Background: an optimization exercise with open tools, aiming at small area, a short achievable clock period and few clock cycles. Do not read the settings as production practice.
Function was checked by simulation only, so behaviour that the tests miss may differ from the original.
Power is estimated from default activity; no workload was simulated.

**flow/design.v**
```verilog
module fp64_add (
    input  wire [63:0] a,
    input  wire [63:0] b,
    output reg  [63:0] y
);
    localparam [63:0] QNAN = 64'h7FF8000000000000;
    wire        sa = a[63];
    wire        sb = b[63];
    wire [10:0] ea = a[62:52];
    wire [10:0] eb = b[62:52];
    wire [51:0] fa = a[51:0];
    wire [51:0] fb = b[51:0];
    wire a_nan = (ea == 11'h7FF) && (fa != 52'd0);
    wire b_nan = (eb == 11'h7FF) && (fb != 52'd0);
    wire a_inf = (ea == 11'h7FF) && (fa == 52'd0);
    wire b_inf = (eb == 11'h7FF) && (fb == 52'd0);
    wire        a_big = (a[62:0] >= b[62:0]);
    wire        sx = a_big ? sa : sb;
    wire        sz = a_big ? sb : sa;
    wire [10:0] ex_raw = a_big ? ea : eb;
    wire [10:0] ez_raw = a_big ? eb : ea;
    wire [51:0] fx = a_big ? fa : fb;
    wire [51:0] fz = a_big ? fb : fa;
    wire [10:0] ex = (ex_raw == 11'd0) ? 11'd1 : ex_raw;
    wire [10:0] ez = (ez_raw == 11'd0) ? 11'd1 : ez_raw;
    wire [52:0] mx = {ex_raw != 11'd0, fx};
    wire [52:0] mz = {ez_raw != 11'd0, fz};
    wire [10:0] d  = ex - ez;
    wire        sub = sx ^ sz;
    reg  [55:0] xw, zw, zsh;
    reg  [56:0] s;
    reg  [55:0] nrm;
    reg  [11:0] e;
    reg  [5:0]  lz;
    reg  [11:0] shl;
    reg         sticky;
    reg  [53:0] m;
    reg         rup;
    integer     i;
    always @* begin
        i = 0;
        sticky = 1'b0;
        lz = 6'd0;
        shl = 12'd0;
        xw = {mx, 3'b000};
        zw = {mz, 3'b000};
        if (d >= 11'd56) begin
            zsh = {55'd0, (mz != 53'd0)};
        end else begin
            zsh = zw >> d;
            for (i = 0; i < 56; i = i + 1)
                if (i < d && zw[i]) sticky = 1'b1;
            zsh[0] = zsh[0] | sticky;
        end
        if (sub) s = {1'b0, xw} - {1'b0, zsh};
        else     s = {1'b0, xw} + {1'b0, zsh};
        e = {1'b0, ex};
        if (s[56]) begin
            nrm = s[56:1];
            nrm[0] = s[1] | s[0];
            e = e + 12'd1;
        end else begin
            lz = 6'd56;
            for (i = 0; i < 56; i = i + 1)
                if (s[i]) lz = 55 - i;
            if ({6'd0, lz} > e - 12'd1) shl = e - 12'd1;
            else                        shl = {6'd0, lz};
            nrm = s[55:0] << shl;
            e = e - shl;
        end
        rup = nrm[2] & (nrm[1] | nrm[0] | nrm[3]);
        m = {1'b0, nrm[55:3]} + {53'd0, rup};
        if (m[53]) begin
            m = m >> 1;
            e = e + 12'd1;
        end
        if (a_nan || b_nan || (a_inf && b_inf && (sa != sb))) begin
            y = QNAN;
        end else if (a_inf) begin
            y = a;
        end else if (b_inf) begin
            y = b;
        end else if (s == 57'd0) begin
            y = {sa & sb, 63'd0};
        end else if (e >= 12'd2047) begin
            y = {sx, 11'h7FF, 52'd0};
        end else if (!m[52]) begin
            y = {sx, 11'd0, m[51:0]};
        end else begin
            y = {sx, e[10:0], m[51:0]};
        end
    end
endmodule
module fp64_div (
    input  wire        clk,
    input  wire        rst,
    input  wire        start,
    input  wire [63:0] a,
    input  wire [63:0] b,
    output reg         done,
    output reg  [63:0] y
);
    localparam [63:0] QNAN = 64'h7FF8000000000000;
    localparam [1:0] S_IDLE = 2'd0, S_RUN = 2'd1, S_FIN = 2'd2;
    wire        sa = a[63];
    wire        sb = b[63];
    wire [10:0] ea = a[62:52];
    wire [10:0] eb = b[62:52];
    wire [51:0] fa = a[51:0];
    wire [51:0] fb = b[51:0];
    wire a_zero = (a[62:0] == 63'd0);
    wire b_zero = (b[62:0] == 63'd0);
    wire a_nan  = (ea == 11'h7FF) && (fa != 52'd0);
    wire b_nan  = (eb == 11'h7FF) && (fb != 52'd0);
    wire a_inf  = (ea == 11'h7FF) && (fa == 52'd0);
    wire b_inf  = (eb == 11'h7FF) && (fb == 52'd0);
    wire sq     = sa ^ sb;
    wire [52:0] ma = {ea != 11'd0, fa};
    wire [52:0] mb = {eb != 11'd0, fb};
    reg  [52:0] ma_n, mb_n;
    reg  [5:0]  lza, lzb;
    reg  signed [12:0] ea_n, eb_n, eq0;
    integer i, j;
    always @* begin
        i = 0;
        lza = 6'd0;
        lzb = 6'd0;
        for (i = 0; i < 53; i = i + 1) begin
            if (ma[i]) lza = 52 - i;
            if (mb[i]) lzb = 52 - i;
        end
        ma_n = ma << lza;
        mb_n = mb << lzb;
        ea_n = $signed({2'b00, (ea == 11'd0) ? 11'd1 : ea}) - $signed({7'd0, lza});
        eb_n = $signed({2'b00, (eb == 11'd0) ? 11'd1 : eb}) - $signed({7'd0, lzb});
        eq0  = ea_n - eb_n + 13'sd1023;
    end
    reg  [1:0]  state;
    reg  [5:0]  cnt;
    reg  [53:0] rem;
    reg  [52:0] div;
    reg  [55:0] q;
    reg  signed [12:0] eq;
    reg         sgn;
    wire        ge   = (rem >= {1'b0, div});
    wire [53:0] diff = rem - {1'b0, div};
    reg  [55:0] x;
    reg  [12:0] sh;
    reg         stk;
    reg  [53:0] m;
    reg  signed [12:0] e;
    reg         rup;
    reg  [63:0] res;
    always @* begin
        j   = 0;
        x   = {q[55:1], q[0] | (rem != 54'd0)};
        e   = eq;
        stk = 1'b0;
        sh  = 13'd0;
        if (eq <= 13'sd0) begin
            sh = 13'd1 - eq;
            if (sh >= 13'd56) begin
                x = {55'd0, (x != 56'd0)};
            end else begin
                for (j = 0; j < 56; j = j + 1)
                    if (j < sh && x[j]) stk = 1'b1;
                x = x >> sh;
                x[0] = x[0] | stk;
            end
            e = 13'sd1;
        end
        rup = x[2] & (x[1] | x[0] | x[3]);
        m = {1'b0, x[55:3]} + {53'd0, rup};
        if (m[53]) begin
            m = m >> 1;
            e = e + 13'sd1;
        end
        if (e >= 13'sd2047)
            res = {sgn, 11'h7FF, 52'd0};
        else if (!m[52])
            res = {sgn, 11'd0, m[51:0]};
        else
            res = {sgn, e[10:0], m[51:0]};
    end
    always @(posedge clk) begin
        if (rst) begin
            state <= S_IDLE;
            done  <= 1'b0;
            cnt   <= 6'd0;
            y     <= 64'd0;
        end else begin
            done <= 1'b0;
            case (state)
                S_IDLE: if (start) begin
                    sgn <= sq;
                    if (a_nan || b_nan || (a_inf && b_inf) || (a_zero && b_zero)) begin
                        y    <= QNAN;
                        done <= 1'b1;
                    end else if (a_inf || b_zero) begin
                        y    <= {sq, 11'h7FF, 52'd0};
                        done <= 1'b1;
                    end else if (a_zero || b_inf) begin
                        y    <= {sq, 63'd0};
                        done <= 1'b1;
                    end else begin
                        div <= mb_n;
                        q   <= 56'd0;
                        cnt <= 6'd0;
                        if (ma_n < mb_n) begin
                            rem <= {ma_n, 1'b0};
                            eq  <= eq0 - 13'sd1;
                        end else begin
                            rem <= {1'b0, ma_n};
                            eq  <= eq0;
                        end
                        state <= S_RUN;
                    end
                end
                S_RUN: begin
                    q   <= {q[54:0], ge};
                    rem <= ge ? {diff[52:0], 1'b0} : {rem[52:0], 1'b0};
                    cnt <= cnt + 6'd1;
                    if (cnt == 6'd55) state <= S_FIN;
                end
                S_FIN: begin
                    y     <= res;
                    done  <= 1'b1;
                    state <= S_IDLE;
                end
                default: state <= S_IDLE;
            endcase
        end
    end
endmodule
module fp64_gt (
    input  wire [63:0] a,
    input  wire [63:0] b,
    output wire        gt
);
    wire a_nan = (a[62:52] == 11'h7FF) && (a[51:0] != 52'd0);
    wire b_nan = (b[62:52] == 11'h7FF) && (b[51:0] != 52'd0);
    wire both_zero = (a[62:0] == 63'd0) && (b[62:0] == 63'd0);
    reg  r;
    always @* begin
        if (a_nan || b_nan || both_zero)
            r = 1'b0;
        else if (a[63] != b[63])
            r = !a[63];
        else if (!a[63])
            r = (a[62:0] > b[62:0]);
        else
            r = (a[62:0] < b[62:0]);
    end
    assign gt = r;
endmodule
module fp64_dbl (
    input  wire [63:0] a,
    output reg  [63:0] y
);
    always @* begin
        if (a[62:52] == 11'h7FF)
            y = (a[51:0] != 52'd0) ? 64'h7FF8000000000000 : a;
        else if (a[62:52] == 11'd0)
            y = {a[63], 11'd0, a[51:0]} + {1'b0, 11'd0, a[51:0]};    
        else if (a[62:52] == 11'h7FE)
            y = {a[63], 11'h7FF, 52'd0};
        else
            y = {a[63], a[62:52] + 11'd1, a[51:0]};
    end
endmodule
module fp64_half (
    input  wire [63:0] a,
    output reg  [63:0] y
);
    wire [52:0] m  = {a[62:52] != 11'd0, a[51:0]};
    wire [52:0] q  = m >> 1;
    wire        ru = m[0] & q[0];
    always @* begin
        if (a[62:52] == 11'h7FF)
            y = (a[51:0] != 52'd0) ? 64'h7FF8000000000000 : a;
        else if (a[62:52] >= 11'd2)
            y = {a[63], a[62:52] - 11'd1, a[51:0]};
        else
            y = {a[63], 10'd0, q + {52'd0, ru}};
    end
endmodule
module fp64_from_u16 (
    input  wire [15:0] n,
    output reg  [63:0] y
);
    reg [3:0]  msb;
    reg [15:0] sh;
    integer i;
    always @* begin
        msb = 4'd0;
        for (i = 0; i < 16; i = i + 1)
            if (n[i]) msb = i;
        sh = n << (4'd15 - msb);
        if (n == 16'd0)
            y = 64'd0;
        else
            y = {1'b0, 11'd1023 + {7'd0, msb}, sh[14:0], 37'd0};
    end
endmodule
module gotune_peakref (
    input  wire        clk,
    input  wire        rst,
    input  wire        start_valid,
    output wire        start_ready,
    input  wire [15:0] cfg_n,
    input  wire [63:0] cfg_thresh,
    input  wire        s_valid,
    output wire        s_ready,
    input  wire [63:0] s_data,
    output reg         r_valid,
    output reg  [15:0] r_peak_cnt,
    output reg  [15:0] r_best_idx,
    output reg  [63:0] r_best_val,
    output reg  [63:0] r_lag
);
    localparam [63:0] EPS_DEN = 64'h3DDB7CDFD9D7BDBB;    
    localparam [2:0] S_IDLE   = 3'd0,
                     S_STREAM = 3'd1,
                     S_CHECK  = 3'd2,
                     S_SUMS   = 3'd3,
                     S_DEN    = 3'd4,
                     S_TEST   = 3'd5,
                     S_DIV    = 3'd6;
    reg  [2:0]  state;
    reg  [15:0] n_len;
    reg  [63:0] thresh;
    reg  [15:0] idx;           
    reg  [63:0] prev1;         
    reg  [63:0] prev2;         
    reg  [15:0] peak_cnt;
    reg  [15:0] best_idx;
    reg  [63:0] best_val;
    reg  [63:0] best_alpha;    
    reg  [63:0] best_gamma;    
    assign start_ready = (state == S_IDLE);
    assign s_ready     = (state == S_STREAM);
    wire cand_gt_t, cand_gt_0, cand_gt_l, cand_gt_r, cand_gt_best;
    fp64_gt u_gt_t (.a(prev1), .b(thresh),   .gt(cand_gt_t));
    fp64_gt u_gt_0 (.a(prev1), .b(64'd0),    .gt(cand_gt_0));
    fp64_gt u_gt_l (.a(prev1), .b(prev2),    .gt(cand_gt_l));
    fp64_gt u_gt_r (.a(prev1), .b(s_data),   .gt(cand_gt_r));
    fp64_gt u_gt_b (.a(prev1), .b(best_val), .gt(cand_gt_best));
    wire in_fire  = s_valid && s_ready;
    wire is_peak  = (idx >= 16'd2) && cand_gt_t && cand_gt_0 && cand_gt_l && cand_gt_r;
    wire last     = (idx == n_len - 16'd1);
    reg  [63:0] t1;            
    reg  [63:0] den;           
    reg  [63:0] num;           
    reg  [63:0] lag_p;         
    wire [63:0] beta2;
    wire [63:0] t1_w, den_w, diff_w, num_w, lag_w, p_w;
    wire [63:0] off;
    wire        div_done;
    wire den_small = (den[62:0] < EPS_DEN[62:0]);
    fp64_dbl  u_dbl  (.a(best_val), .y(beta2));
    fp64_add  u_add1 (.a(best_alpha), .b({~beta2[63], beta2[62:0]}), .y(t1_w));
    fp64_add  u_add2 (.a(best_alpha), .b({~best_gamma[63], best_gamma[62:0]}), .y(diff_w));
    fp64_half u_half (.a(diff_w), .y(num_w));
    fp64_add  u_add3 (.a(t1), .b(best_gamma), .y(den_w));
    fp64_from_u16 u_cvt (.n(best_idx), .y(p_w));
    fp64_div  u_div  (.clk(clk), .rst(rst), .start(state == S_TEST && !den_small),
                      .a(num), .b(den), .done(div_done), .y(off));
    fp64_add  u_add4 (.a(lag_p), .b(off), .y(lag_w));
    always @(posedge clk) begin
        if (rst) begin
            state      <= S_IDLE;
            r_valid    <= 1'b0;
            r_peak_cnt <= 16'd0;
            r_best_idx <= 16'd0;
            r_best_val <= 64'd0;
            r_lag      <= 64'd0;
            peak_cnt   <= 16'd0;
            best_idx   <= 16'd0;
            best_val   <= 64'd0;
            idx        <= 16'd0;
        end else begin
            r_valid <= 1'b0;
            case (state)
                S_IDLE: if (start_valid) begin
                    n_len    <= cfg_n;
                    thresh   <= cfg_thresh;
                    idx      <= 16'd0;
                    peak_cnt <= 16'd0;
                    best_idx <= 16'd0;
                    best_val <= 64'd0;
                    state    <= (cfg_n == 16'd0) ? S_CHECK : S_STREAM;
                end
                S_STREAM: if (in_fire) begin
                    prev2 <= prev1;
                    prev1 <= s_data;
                    idx   <= idx + 16'd1;
                    if (is_peak) begin
                        peak_cnt <= peak_cnt + 16'd1;
                        if (peak_cnt == 16'd0 || cand_gt_best) begin
                            best_idx   <= idx - 16'd1;
                            best_val   <= prev1;
                            best_alpha <= prev2;
                            best_gamma <= s_data;
                        end
                    end
                    if (last) state <= S_CHECK;
                end
                S_CHECK: begin
                    if (peak_cnt == 16'd0) begin
                        r_valid    <= 1'b1;
                        r_peak_cnt <= 16'd0;
                        r_best_idx <= 16'd0;
                        r_best_val <= 64'd0;
                        r_lag      <= 64'd0;
                        state      <= S_IDLE;
                    end else begin
                        state <= S_SUMS;
                    end
                end
                S_SUMS: begin
                    t1    <= t1_w;
                    num   <= num_w;
                    lag_p <= p_w;
                    state <= S_DEN;
                end
                S_DEN: begin
                    den   <= den_w;
                    state <= S_TEST;
                end
                S_TEST: begin
                    if (den_small) begin
                        r_valid    <= 1'b1;
                        r_peak_cnt <= peak_cnt;
                        r_best_idx <= best_idx;
                        r_best_val <= best_val;
                        r_lag      <= lag_p;
                        state      <= S_IDLE;
                    end else begin
                        state <= S_DIV;
                    end
                end
                S_DIV: if (div_done) begin
                    r_valid    <= 1'b1;
                    r_peak_cnt <= peak_cnt;
                    r_best_idx <= best_idx;
                    r_best_val <= best_val;
                    r_lag      <= lag_w;
                    state      <= S_IDLE;
                end
                default: state <= S_IDLE;
            endcase
        end
    end
endmodule
```
**flow/run.sh**
```bash
#!/bin/bash
# synth_recipe.tcl (not shown) runs the flow's synth.tcl, then flattens the netlist and writes it again
# the make line also repeats each setting of config.mk as NAME=value (left out here)
make -C /OpenROAD-flow-scripts/flow DESIGN_CONFIG=/design/flow/config.mk WORK_HOME=/design/flow/orfs CLKGATE_MAP_FILE= SYNTH_SCRIPT=/design/flow/synth_recipe.tcl finish
```
**flow/config.mk**
```make
export PLATFORM = sky130hd
export DESIGN_NAME = gotune_peakref
export DESIGN_NICKNAME = gotune_peakref
export VERILOG_FILES = /design/flow/design.v
export SDC_FILE = /design/flow/constraint.sdc
export NUM_CORES = 4
export LEC_CHECK = 0
export CAP_MARGIN = 20
export CORE_MARGIN = 2
export CORE_UTILIZATION = 25
export PLACE_DENSITY = 0.35
export SLEW_MARGIN = 20
```
**flow/constraint.sdc**
```tcl
create_clock -name core_clock -period 25.0 [get_ports {clk}]
set_input_delay 5.0000 -clock core_clock [delete_from_list [all_inputs] [get_ports {clk}]]
set_output_delay 5.0000 -clock core_clock [all_outputs]
set_load 0.01 [all_outputs]
```
==> reports/qor.csv <==
metric;value;unit
final_layout_size_suffix_gt1_share;14.0;%
worstRegToRegCells;100;
synth_cell_types;151;
numCtsBuffers;153;
h-tree-depth;4;
die-area;0.672;sq mm
drt_pass1_iterations;7;
syn_inst;23117;
fmax;41.5;MHz
cts_sinks;1077;
slowest_stage;or4_1;
antenna_found_initial;127;
root_buffer;clkbuf_16;
leakagePower;79.2;nW
netlist_area;0.166;sq mm
area_delta_synth_final;19.2;%
worst_hold_slack;0.471;ns
worst_pin_slew;1.30;ns
r2r_slack;0.90;ns
core-area;0.663;sq mm
power_density;39.9;mW/mm^2
setup-tns-final;0;ns
grt_usage;35.0;%
whs_path_depth;2;
cts_max_path_buffers;4;
async_flop_share;0;%
ios;311;
routed_wirelength;1230000;um
rows;299;
rr_endpoint;num[52]$_DFFE_PP_;
drv_cap;0;
syn-num-nets;24459;
ys_ff_latch;1077;
vias_per_cell;5.98;
cp.required;25.78;ns
grt_pass1_vias;189476;
grt_overflow_total;0;
die_h;820;um
fin_crit_sh;96.4;%
critPathMostFrequentCell;a21oi_1;
min_period;24.10;ns
yosysWarnings;7;
min_path_type;reg2reg;
nNetsFinal;25577;
cp_max_fo;38;
insertion_delay;1.00;ns
slew_headroom;12.4;%
ir_drop;89.5;uV
min_from;r_lag[1]$_SDFFE_PP0P_;
clk_pin_slew;0.07;ns
outcome;timing/DRC/antenna clean;
start_kind;flip-flop;
final_common_cell;nor2_1;
crit_path_end_kind;flip-flop;
skew;0.0957;ns
final_cell_mix;nor2_1, nand2_1, buf_4, a21oi_1, o21ai_0;
maxSlewViolCount;0;
vias;198962;
holdBufCountCts;0;
initial_core_util;25.1;%
grt_max_degree;152;
syn_area_per_cell;7.20;sq um
slowest_delay;0.68;ns
cts_tree;yes;
synth_ff_type;edfxtp_1;
hold_violations;0;
arrival;24.88;ns
criticalPathCategory;reg2reg;
numPortBuffers;310;
die_x;820;um
holdPathEnd;r_lag[1]$_SDFFE_PP0P_;
ys_seq_area_share;17.3;%
drc;0;
routabilityCongestion;1.02;
synth_edf_count;728;
dp_hpwl;1020000;um
finalSetupViolations;0;
grt_first_pass_wirelength;1660000;um
drtIter0Drc;21897;
detail-route-antenna-nets;0;
wl_per_cell;37.0;um
r2r_start;best_gamma[26]$_DFFE_PP_;
sequential cells by signal (all words and copies together), names as in the netlist, 23 cells and up:
register,flops
den,64
r_lag,64
u_div.y,64
u_div.div,53
t1,64
lag_p,23
r_best_val,64
thresh,64
prev1,64
prev2,64
best_val,64
u_div.q,56
u_div.rem,54
best_gamma,64
best_alpha,64
num,64
repair_timing:
action | CTS | global route
gates cloned | 0 | 0
endpoints found under the hold margin | 0 | 0
pin swaps | 0 | 3
endpoints found under the setup margin | 45 | 190
buffers inserted | 0 | 43
resized for setup | 2 | 43
synthesized netlist by cell type (237+ instances only):
library cell,number,area (sq um)
nor2_1,2470,9270
a21o_1,327,2450
mux2i_1,1011,10100
xor2_1,240,2100
o211ai_1,344,2580
nor4_1,373,2330
a22oi_1,313,2350
mux2_2,244,2750
a21oi_1,1894,9480
and3_1,237,1480
xnor2_1,496,4340
a31oi_1,313,1960
nand2_1,2267,8510
a211oi_1,429,3220
inv_1,1188,4460
edfxtp_1,728,21900
nor3_1,707,3540
o21ai_0,1540,7710
nand2b_1,252,1580
dfxtp_1,349,6990
nand4_1,388,2430
nand3_1,698,3490
ha_1,1180,14800
clkbuf_1,1116,4190
report_power, final:
group,internal [mW],switching (mW)
registers,1.96,0.0693
logic,1.14,2.37
clock network,1.35,1.03
cell type report:
| type | count | area (sq um) |
|---|---|---|
| fillers | 73044 | 465000 |
| multi-input cells | 19281 | 128000 |
| flip-flops and latches | 1077 | 28900 |
| repair buffers | 2507 | 20300 |
| well taps | 8879 | 11100 |
| inverters | 1215 | 4590 |
| clock buffers | 186 | 4080 |
| clock inverters | 95 | 1140 |
| diodes | 36 | 90.1 |
layer usage:
layer / vias to the layer above / share of wire, % / GRT usage [%]
met3: 1778 / 6.5 / 5.07
met2: 8598 / 44 / 55.4
met4: 54 / 6.3 / 17.8
met1: 99627 / 43 / 46.2
li1: 88905 / - / -
met5: - / 0.030 / 0
how the worst max path moves through the flow:
stage	to	from
after CTS	den[19]$_SDFFCE_PP0P_	best_gamma[56]$_DFFE_PP_
final	num[52]$_DFFE_PP_	best_gamma[26]$_DFFE_PP_
after detailed placement	den[19]$_SDFFCE_PP0P_	best_gamma[56]$_DFFE_PP_
after floorplan	t1[59]$_SDFFCE_PP1P_	best_val[5]$_SDFFE_PP0P_
after global placement	den[43]$_SDFFCE_PP0P_	best_gamma[56]$_DFFE_PP_
after global routing	num[44]$_DFFE_PP_	best_gamma[26]$_DFFE_PP_
cells by family after synthesis:
logic type	after synthesis	synth area share (%)
AOI/OAI and AO/OA	7453	29.6
xor gates and xnor gates	738	3.89
adders and majority gates	1197	9.06
buffers and inverters	2759	6.52
DFF	1077	17.3
muxes	1357	9.05
other	1	0.00225
and+or+nand+nor	8535	24.5
critical path: cells and delay by family (launching register included):
kind | cells | cell delay (ns)
multiplexers | 7 | 2.17
AO/OA/AOI/OAI | 37 | 7.80
AND/OR/NAND/NOR | 36 | 8.54
buffers and inverters | 14 | 3.20
flip-flops | 1 | 0.50
adder cells (fa/ha/maj) | 6 | 1.61
stage by stage:
step / worst slack (ns) / area (sq um) / std cells / total power, mW / util, %
2_1_floorplan: 1.83 / 166000 / 23117 / 3.73 / -
5_1_grt: -0.0577 / 198000 / 33247 / 8.16 / 29.9
3_5_place_dp: -0.182 / 192000 / 32916 / 5.47 / 29.0
6_report: 0.896 / 198000 / 33276 / 7.91 / 29.9
3_3_place_gp: -0.365 / 192000 / 32913 / 5.52 / 29.0
4_1_cts: 0.0891 / 198000 / 33197 / 7.89 / 29.8
Testbench counts, summed over its fixed seeds: cycles 82,543.

separate check: timing with driven ports:
Ports are ideal in the flow. The routed layout listed here was re-timed in OpenROAD. Step 1 assumes that a clkbuf_16 drives the clock port and a buf_2 every other input. Step 2, shift: input delay + t, output delay - t, t = (earliest + latest rising clock arrival at the registers) / 2. This alone moves slack from input paths to output paths. Three values: no drivers, after step 1, after step 2; two values: the first two.
shift t [ns]: 1.095
setup slack, ns: 0.896 / 0.896 / 0.896
clock arrival spread, ns: 0.118 / 0.118
After both steps setup and hold are still met in this run. For this run, drivers alone change the setup slack by 0.000 ns; drivers and shift together by 0.000 ns.
